This design comes from an exercise in tuning for small area on the open sky130 flow, not from production work.
In this exercise RTL edits were held to simulation tests only and were not proved equivalent to the original.
Power and IR drop assume default switching activity.

**flow/run.sh**
```bash
#!/bin/bash
# synth_recipe.tcl (not shown) runs the flow's synth.tcl, then flattens the netlist and writes it again
# the make line also repeats each setting of config.mk as NAME=value (left out here)
make -C /OpenROAD-flow-scripts/flow DESIGN_CONFIG=/design/flow/config.mk WORK_HOME=/design/flow/orfs CLKGATE_MAP_FILE= SYNTH_SCRIPT=/design/flow/synth_recipe.tcl finish
```
**flow/config.mk**
```make
export PLATFORM = sky130hd
export DESIGN_NAME = mbus_phy
export DESIGN_NICKNAME = mbus_phy
export VERILOG_FILES = /design/flow/design.v
export SDC_FILE = /design/flow/constraint.sdc
export NUM_CORES = 4
export LEC_CHECK = 0
export CAP_MARGIN = 20
export CORE_MARGIN = 2
export CORE_UTILIZATION = 40
export PLACE_DENSITY = 0.6
export SLEW_MARGIN = 20
```
**flow/constraint.sdc**
```tcl
create_clock -name core_clock -period 10.0 [get_ports {clk}]
set_input_delay 2.0000 -clock core_clock [delete_from_list [all_inputs] [get_ports {clk}]]
set_output_delay 2.0000 -clock core_clock [all_outputs]
set_load 0.01 [all_outputs]
```
**flow/design.v**
```verilog
module mbus_phy (
    input  wire        clk,
    input  wire        rst,            
    input  wire        tick,           
    input  wire        line_in,        
    input  wire [15:0] cfg_min_zero,
    input  wire [15:0] cfg_max_zero,
    input  wire [15:0] cfg_min_one,
    input  wire [15:0] cfg_max_one,
    input  wire [15:0] cfg_bit_timeout,
    input  wire [15:0] cfg_ifs,
    input  wire [15:0] cfg_tx_zero_low,
    input  wire [15:0] cfg_tx_one_low,
    input  wire [15:0] cfg_tx_zero_high,
    input  wire [15:0] cfg_tx_one_high,
    input  wire [4:0]  raw_addr,
    output wire [7:0]  raw_data,
    output reg         rx_ready,
    output wire        rx_busy,
    input  wire        rx_clear,       
    output reg         err_framing,
    output reg         err_overflow,
    output reg         err_overrun,
    input  wire        out_we,
    input  wire [4:0]  out_addr,
    input  wire [7:0]  out_wdata,
    input  wire        tx_start,       
    output reg         tx_active,
    output reg         line_drive
);
    localparam [7:0] CR         = 8'h0D;
    localparam [7:0] GLITCH_CHAR = 8'h58;    
    localparam [1:0] RX_WAIT = 2'd0, RX_LOW = 2'd1, RX_HIGH = 2'd2;
    localparam [1:0] DROP_NONE = 2'd0, DROP_BUSY = 2'd1, DROP_OVERFLOW = 2'd2;
    localparam [1:0] SLOT_ZERO = 2'd0, SLOT_ONE = 2'd1, SLOT_GLITCH = 2'd2;
    localparam [1:0] TX_START = 2'd0, TX_LOW0 = 2'd1, TX_LOW1 = 2'd2, TX_END = 2'd3;
    reg [7:0]  raw [0:31];
    reg [7:0]  outb [0:31];
    reg [1:0]  rx_phase;
    reg [1:0]  rx_slot [0:3];
    reg [15:0] rx_bits;
    reg [4:0]  rx_nibbles;
    reg [1:0]  rx_drop;
    reg [15:0] rx_elapsed;
    reg        line_prev;
    reg [1:0]  tx_phase;
    reg [2:0]  tx_bits;
    reg [3:0]  tx_nibble;
    reg [5:0]  tx_index;
    reg [15:0] tx_wait;
    assign raw_data = raw[raw_addr];
    assign rx_busy  = (rx_phase != RX_WAIT);
    function [7:0] hexchar;
        input [3:0] v;
        begin
            hexchar = (v < 4'd10) ? (8'h30 + {4'd0, v}) : (8'h37 + {4'd0, v});
        end
    endfunction
    function is_hex;
        input [7:0] c;
        begin
            is_hex = (c >= 8'h30 && c <= 8'h39) || (c >= 8'h41 && c <= 8'h46);
        end
    endfunction
    function [3:0] hexval;
        input [7:0] c;
        begin
            hexval = (c <= 8'h39) ? c[3:0] : (c[3:0] + 4'd9);
        end
    endfunction
    wire [15:0] elapsed_inc = (rx_elapsed == 16'hFFFF) ? 16'hFFFF : rx_elapsed + 16'd1;
    wire        level       = line_in & ~line_drive;
    wire        falling     = line_prev & ~level;
    wire        rising      = ~line_prev & level;
    wire [1:0]  pulse_class = (elapsed_inc >= cfg_min_zero && elapsed_inc <= cfg_max_zero) ? SLOT_ZERO :
                              (elapsed_inc >= cfg_min_one  && elapsed_inc <= cfg_max_one)  ? SLOT_ONE  :
                                                                                            SLOT_GLITCH;
    wire        timeout_due = (elapsed_inc >= cfg_bit_timeout);
    wire        grp_glitch  = (rx_slot[0] == SLOT_GLITCH) || (rx_slot[1] == SLOT_GLITCH) ||
                              (rx_slot[2] == SLOT_GLITCH) || (pulse_class == SLOT_GLITCH);
    wire [3:0]  grp_value   = {rx_slot[0][0], rx_slot[1][0], rx_slot[2][0], pulse_class[0]};
    wire [7:0]  grp_char    = grp_glitch ? GLITCH_CHAR : hexchar(grp_value);
    reg        fetch_found;
    reg [5:0]  fetch_pos;
    reg        fetch_stop;
    integer    k;
    always @(*) begin
        fetch_found = 1'b0;
        fetch_pos   = 6'd32;
        fetch_stop  = 1'b0;
        for (k = 0; k < 32; k = k + 1) begin
            if (!fetch_stop && k >= tx_index) begin
                if (outb[k] == CR) begin
                    fetch_stop = 1'b1;
                    fetch_pos  = k[5:0];
                end else if (is_hex(outb[k])) begin
                    fetch_stop  = 1'b1;
                    fetch_found = 1'b1;
                    fetch_pos   = k[5:0];
                end
            end
        end
    end
    reg [1:0]  n_rx_phase;
    reg [1:0]  n_slot_val;
    reg        n_slot_we;
    reg [15:0] n_rx_bits;
    reg [4:0]  n_rx_nibbles;
    reg [1:0]  n_rx_drop;
    reg        n_rx_ready;
    reg [15:0] n_rx_elapsed;
    reg        n_line_prev;
    reg        n_line_drive;
    reg        n_tx_active;
    reg [1:0]  n_tx_phase;
    reg [2:0]  n_tx_bits;
    reg [3:0]  n_tx_nibble;
    reg [5:0]  n_tx_index;
    reg [15:0] n_tx_wait;
    reg        n_err_framing, n_err_overflow, n_err_overrun;
    reg        raw_we;           
    reg [4:0]  raw_widx;
    reg [7:0]  raw_wchar;
    reg        raw_clr;          
    reg        out_wr_ok;
    reg [3:0]  nib;
    reg        found;
    integer    i;
    always @(*) begin
        n_rx_phase     = rx_phase;
        n_slot_val     = pulse_class;
        n_slot_we      = 1'b0;
        n_rx_bits      = rx_bits;
        n_rx_nibbles   = rx_nibbles;
        n_rx_drop      = rx_drop;
        n_rx_ready     = rx_ready;
        n_rx_elapsed   = rx_elapsed;
        n_line_prev    = line_prev;
        n_line_drive   = line_drive;
        n_tx_active    = tx_active;
        n_tx_phase     = tx_phase;
        n_tx_bits      = tx_bits;
        n_tx_nibble    = tx_nibble;
        n_tx_index     = tx_index;
        n_tx_wait      = tx_wait;
        n_err_framing  = 1'b0;
        n_err_overflow = 1'b0;
        n_err_overrun  = 1'b0;
        raw_we         = 1'b0;
        raw_widx       = rx_nibbles;
        raw_wchar      = grp_char;
        raw_clr        = 1'b0;
        nib            = tx_nibble;
        found          = 1'b1;
        if (tick) begin
            n_rx_elapsed = elapsed_inc;
            n_line_prev  = level;
            if (falling && rx_phase == RX_WAIT) begin
                n_rx_phase   = RX_LOW;
                n_rx_bits    = 16'd0;
                n_rx_nibbles = 5'd0;
                n_rx_drop    = rx_ready ? DROP_BUSY : DROP_NONE;
                n_rx_elapsed = 16'd0;
            end else if (falling && rx_phase == RX_HIGH) begin
                n_rx_phase   = RX_LOW;
                n_rx_elapsed = 16'd0;
            end else if (rising && rx_phase == RX_LOW) begin
                n_slot_we = 1'b1;
                n_rx_bits = rx_bits + 16'd1;
                if (rx_bits[1:0] == 2'd3 && rx_drop == DROP_NONE) begin
                    if (rx_nibbles < 5'd31) begin
                        raw_we       = 1'b1;
                        n_rx_nibbles = rx_nibbles + 5'd1;
                    end else begin
                        n_rx_drop = DROP_OVERFLOW;
                    end
                end
                n_rx_phase   = RX_HIGH;
                n_rx_elapsed = 16'd0;
            end else if (rising && rx_phase == RX_WAIT) begin
                n_rx_elapsed = 16'd0;
            end else if (!falling && !rising && rx_phase != RX_WAIT && timeout_due) begin
                if (rx_drop == DROP_BUSY) begin
                    n_err_overrun = 1'b1;
                end else if (rx_drop == DROP_OVERFLOW) begin
                    raw_clr        = 1'b1;
                    n_err_overflow = 1'b1;
                end else if (rx_bits[1:0] != 2'd0) begin
                    raw_clr       = 1'b1;
                    n_err_framing = 1'b1;
                end else begin
                    raw_we     = 1'b1;
                    raw_wchar  = CR;
                    n_rx_ready = 1'b1;
                end
                n_rx_phase   = RX_WAIT;
                n_rx_bits    = 16'd0;
                n_rx_nibbles = 5'd0;
                n_rx_drop    = DROP_NONE;
            end
            if (tx_active) begin
                n_tx_wait = tx_wait - 16'd1;
                if (tx_wait == 16'd1) begin
                    case (tx_phase)
                        TX_START: begin
                            if (tx_bits == 3'd0) begin
                                if (fetch_found) begin
                                    nib        = hexval(outb[fetch_pos[4:0]]);
                                    n_tx_index = fetch_pos + 6'd1;
                                    n_tx_bits  = 3'd4;
                                end else begin
                                    found      = 1'b0;
                                    n_tx_index = fetch_pos;
                                end
                                n_tx_nibble = nib;
                            end
                            if (found) begin
                                n_line_drive = 1'b1;
                                if (nib[3]) begin
                                    n_tx_phase = TX_LOW1;
                                    n_tx_wait  = cfg_tx_one_low;
                                end else begin
                                    n_tx_phase = TX_LOW0;
                                    n_tx_wait  = cfg_tx_zero_low;
                                end
                            end else begin
                                n_tx_phase = TX_END;
                                n_tx_wait  = cfg_ifs;
                            end
                        end
                        TX_LOW0, TX_LOW1: begin
                            n_line_drive = 1'b0;
                            n_tx_nibble  = {tx_nibble[2:0], 1'b0};
                            n_tx_bits    = tx_bits - 3'd1;
                            n_tx_phase   = TX_START;
                            n_tx_wait    = (tx_phase == TX_LOW1) ? cfg_tx_one_high : cfg_tx_zero_high;
                        end
                        default: begin
                            n_tx_active = 1'b0;
                            n_tx_phase  = TX_START;
                        end
                    endcase
                end
            end
        end
        if (rx_clear && n_rx_ready) begin
            raw_clr    = 1'b1;
            n_rx_ready = 1'b0;
        end
        out_wr_ok = out_we && !(n_tx_active && n_tx_phase != TX_END);
        if (tx_start && !n_tx_active && n_rx_phase == RX_WAIT) begin
            n_tx_active = 1'b1;
            n_tx_phase  = TX_START;
            n_tx_bits   = 3'd0;
            n_tx_index  = 6'd0;
            n_tx_wait   = 16'd1;
        end
    end
    always @(posedge clk) begin
        if (rst) begin
            for (i = 0; i < 32; i = i + 1) begin
                raw[i]  <= 8'h00;
                outb[i] <= 8'h00;
            end
            for (i = 0; i < 4; i = i + 1)
                rx_slot[i] <= SLOT_ZERO;
            rx_phase     <= RX_WAIT;
            rx_bits      <= 16'd0;
            rx_nibbles   <= 5'd0;
            rx_drop      <= DROP_NONE;
            rx_ready     <= 1'b0;
            rx_elapsed   <= 16'd0;
            line_prev    <= 1'b1;
            line_drive   <= 1'b0;
            tx_active    <= 1'b0;
            tx_phase     <= TX_START;
            tx_bits      <= 3'd0;
            tx_nibble    <= 4'd0;
            tx_index     <= 6'd0;
            tx_wait      <= 16'd0;
            err_framing  <= 1'b0;
            err_overflow <= 1'b0;
            err_overrun  <= 1'b0;
        end else begin
            if (raw_clr) begin
                for (i = 0; i < 32; i = i + 1)
                    raw[i] <= 8'h00;
            end else if (raw_we) begin
                raw[raw_widx] <= raw_wchar;
            end
            if (out_wr_ok)
                outb[out_addr] <= out_wdata;
            if (n_slot_we)
                rx_slot[rx_bits[1:0]] <= n_slot_val;
            rx_phase     <= n_rx_phase;
            rx_bits      <= n_rx_bits;
            rx_nibbles   <= n_rx_nibbles;
            rx_drop      <= n_rx_drop;
            rx_ready     <= n_rx_ready;
            rx_elapsed   <= n_rx_elapsed;
            line_prev    <= n_line_prev;
            line_drive   <= n_line_drive;
            tx_active    <= n_tx_active;
            tx_phase     <= n_tx_phase;
            tx_bits      <= n_tx_bits;
            tx_nibble    <= n_tx_nibble;
            tx_index     <= n_tx_index;
            tx_wait      <= n_tx_wait;
            err_framing  <= n_err_framing;
            err_overflow <= n_err_overflow;
            err_overrun  <= n_err_overrun;
        end
    end
endmodule
```
==> results.txt <==
flip-flops by register name (all words and copies together) (netlist names), 2 cells and up:
signal,cells
outb,256
raw,224
rx_elapsed,16
tx_wait,16
rx_slot,6
tx_index,6
rx_nibbles,5
tx_nibble,4
tx_bits,3
rx_bits,2
rx_drop,2
rx_phase,2
tx_phase,2
final cells by class:
class / count / area (um2) / share of cell area [%]
Clock buffer: 76 / 1590 / 4.33
Clock inverter: 33 / 248 / 0.674
Inverter: 112 / 425 / 1.16
Multi-Input combinational cell: 2218 / 15200 / 41.2
Sequential cell: 551 / 15900 / 43.2
Tap cell: 1050 / 1310 / 3.57
Timing Repair Buffer: 225 / 2140 / 5.82
power by group:
group	internal, W	switching, W
clock	0.00119	0.000937
sequential	0.00259	0.0000722
combinational	0.000401	0.000607
total	0.00418	0.00162
routing by layer:
layer	global-route usage, %	vias up	part of all wire (%)
li1	-	11600	-
met1	32.1	12600	42
met4	8.02	0	3.2
met3	2.94	211	6.1
met5	0	-	0
met2	41.2	983	49
synthesized netlist by cell type, types with 19 or more instances:
library cell,number
ha_1,102
dfxtp_1,65
nor4_1,39
mux4_2,70
nor3_1,73
a21o_1,35
nor2_1,354
nor2b_1,43
mux2_2,33
and3_1,22
a21oi_1,110
buf_1,19
a22o_1,19
buf_2,21
mux2i_1,91
or2_2,44
nand3_1,138
nand2b_1,23
edfxtp_1,486
a31oi_1,30
and4b_1,26
and2_1,266
o21ai_0,91
or3_1,47
nand2_1,197
clkbuf_1,109
inv_1,111
nand4_1,76
cell families after synthesis:
| family | synth area share (%) |
|---|---|
| AOI/OAI and AO/OA | 10.3 |
| xor gates and xnor gates | 0.547 |
| adders and majority gates | 3.98 |
| buffers and inverters | 3.28 |
| DFF | 49.6 |
| muxes | 9.14 |
| other | 0.0117 |
| and+or+nand+nor | 23.1 |
worst min-delay path: cells and delay by family, from the launching register on:
kind	cells	cell delay [ns]
and+or+nand+nor	1	0.06
AOI/OAI and AO/OA	1	0.06
DFF	1	0.31
worst max path at each step:
stage                                          start                        to  cells past startpoint
after floorplan                   cfg_bit_timeout[0]  raw[31][0]$_SDFFCE_PN0P_                     21
after global placement            cfg_bit_timeout[0]  raw[23][1]$_SDFFCE_PN0P_                     23
after detailed placement          cfg_bit_timeout[0]  raw[31][2]$_SDFFCE_PN0P_                     22
after CTS                 rx_elapsed[0]$_SDFFE_PP0P_  raw[31][4]$_SDFFCE_PN0P_                     27
after global routing      rx_elapsed[0]$_SDFFE_PP0P_  raw[31][1]$_SDFFCE_PN0P_                     27
final                     rx_elapsed[0]$_SDFFE_PP0P_  raw[17][5]$_SDFFCE_PN0P_                     27
metrics by stage:
step	utilization, %	instance area, um2	instances	power (W)	hold slack, ns
global placement	44.1	34900	4156	0.00368	0.440
finish	46.5	36800	4265	0.00580	0.473
detailed placement	44.1	34900	4156	0.00370	0.467
CTS	46.5	36800	4265	0.00581	0.476
global route	46.5	36800	4265	0.00598	0.508
floorplan	-	32100	3034	0.00332	0.432
==> summary.log <==
INFO  status         outcome=finished clean
INFO  hold_path      min-delay-start=tx_bits[1]$_SDFFE_PP0P_
INFO  route          routed_wire_length_per_instance=23.9um
INFO  clock_tree     postCtsSetupRepairBufs=0
INFO  synth          cell_type_with_the_highest_aggregate_area_in_the_netlist=edfxtp_1
INFO  route          detail_route.wirelength=102mm
INFO  floorplan      die_height=287um
INFO  floorplan      die_wd=287um
INFO  synth          netlist_area=32,100um2
INFO  hold_path      holdPathEnd=tx_bits[1]$_SDFFE_PP0P_
INFO  synth          syn_nets=3,321
INFO  critical_path  timing.critical_path.mode_cell=a21o_1
INFO  synth          synth_area_leaders=edfxtp_1, and2_1, mux4_2, nor2_1, dfxtp_1
INFO  floorplan      design.portCount=200
INFO  global_route   grt_start_max_net_pins=59
INFO  clock_tree     cts_num_sinks=551
INFO  sta            rsz0062_at_grt=false
INFO  synth          synth-main-ff-cell=edfxtp_1
INFO  sta            timing_worst_slew_pin_value=1.04ns
INFO  critical_path  worstRegToRegCells=27
INFO  clock_tree     cts_tree=yes
INFO  sta            relSlewSlack=30.8%
INFO  critical_path  worst_r2r_startpoint=rx_elapsed[0]$_SDFFE_PP0P_
INFO  critical_path  worst_setup_path_start_kind=flop
INFO  sta            post-route-worst-setup-slack=1.85ns
INFO  finish         fillerInstances=7,325
INFO  critical_path  slowest_delay=0.87ns
INFO  sta            hold_violation_total_from_the_final_report=0
INFO  finish         nNetsFinal=3,454
INFO  finish         antenna_cells_inserted=0
INFO  sta            fmax=123MHz
INFO  placed_design  dp.final_hpwl=72.3mm
INFO  sta            setup_viol_count_final=0
INFO  critical_path  critical_path.max_fanout=33
INFO  finish         most_common_library_cell_in_the_layout_ignoring_fill_and_taps=edfxtp_1
INFO  hold_path      timing.hold.worst_path_depth=2
INFO  synth          post_synthesis_async_set_or_reset_flop_share=0%
INFO  finish         flow.area_growth_from_synthesis=14.7%
INFO  placed_design  count_of_input_and_output_buffers=198
INFO  clock_tree     cts_hold_buffers=0
INFO  critical_path  cp_slowest_cell=o211a_1
INFO  global_route   grt.overflow.total=0
INFO  run            max_cap_violations=0
INFO  route          drtIter0Drc=2,350
INFO  critical_path  worst-endpoint-required=10.23ns
INFO  floorplan      rows=103
INFO  synth          yosys_warnings=1
INFO  finish         final_cell_mix=edfxtp_1, nor2_1, and2_1, nand2_1, clkdlybuf4s50_1
INFO  global_route   antenna_found_initial=0
INFO  finish         drive_above_1_share=9.49%
INFO  route          drt_pass1_iterations=5
INFO  power          max-vdd-ir-drop=0.115mV
INFO  sta            final.setup.tns=0ns
INFO  sta            slew_violations=0
INFO  sta            min_period_over_period=81.5%
INFO  placed_design  gp_congestion=0.969
INFO  synth          synth-seq-area-share=49.6%
INFO  critical_path  setup.worst_path.class=reg -> reg
INFO  clock_tree     cts-buffers-inserted=59
INFO  route          drt-vias-per-instance=5.95
INFO  route          drtAntennaViolNets=0
INFO  clock_tree     root_buffer=clkbuf_16
INFO  synth          post_synth_num_cell_types=97
INFO  critical_path  critPathTopFamily=compound AO/OA/AOI/OAI gates
INFO  synth          postSynthCellCount=3,034
INFO  clock_tree     post_cts_sizing_count=0
INFO  sta            finClkSkew=0.0350ns
INFO  power          power.density_cell_area=158nW/um2
INFO  floorplan      floorplan.die_area=82,400um2
INFO  clock_tree     worstSkewPairLatency=0.64ns
INFO  clock_tree     cts-root-to-sink-buffers=3
INFO  critical_path  critical_path.n_buffers_inverters=1
INFO  synth          syn_area_per_cell=10.6um2
INFO  synth          synth_top_cell_area_share=45.5%
INFO  global_route   grt_pass1_vias=24,500
INFO  hold_path      timing.hold.worst.class=reg -> reg
INFO  critical_path  worst-r2r-setup-slack=1.85ns
INFO  clock_tree     cts.clk_slew.worst_paths=0.06ns
INFO  clock_tree     h_tree_depth=2
INFO  global_route   grt_first_pass_wirelength=153mm
INFO  critical_path  setup.worst_path.end_class=flop
INFO  power          power.static_leakage=13.8nW
INFO  floorplan      core_region_area=79,100um2
INFO  route          drc=0
INFO  global_route   grt.total_usage=24.3%
INFO  route          vias=25,400
INFO  floorplan      floorplan.initialDensity=40.5%
INFO  critical_path  crit-reg2reg-capture=raw[17][5]$_SDFFCE_PN0P_
INFO  sta            layout_min_cycle_time=8.15ns
INFO  placed_design  dp_slack=1.79ns
INFO  critical_path  cp.arrival=8.39ns
INFO  synth          synth_edf_count=486
INFO  synth          synth.ff_latch_count=551

[separate check: timing with driven ports]
How much do the figures lean on ideal ports? The routed layout below was timed once more, with nothing changed but the port constraints.
Step 1 sets driving cells, clkbuf_16 on the clock port and buf_2 on the other inputs (assumed; they add their load-dependent delay and slew).
Step 2 moves the port delays by t, midway between the first and last clock arrival at a register: inputs arrive t later, outputs are due t later. That takes back most of the time a late clock gives input paths.
a / b / c = ideal ports / drivers / drivers and shift; a / b = the first two.
t (ns): 0.691
setup slack, ns: 1.849 / 1.849 / 1.675
worst hold slack (ns): 0.473 / 0.473 / 0.473
After both steps this run still meets setup and hold. For this run, drivers alone change the setup slack by 0.000 ns; drivers and shift together by -0.174 ns.
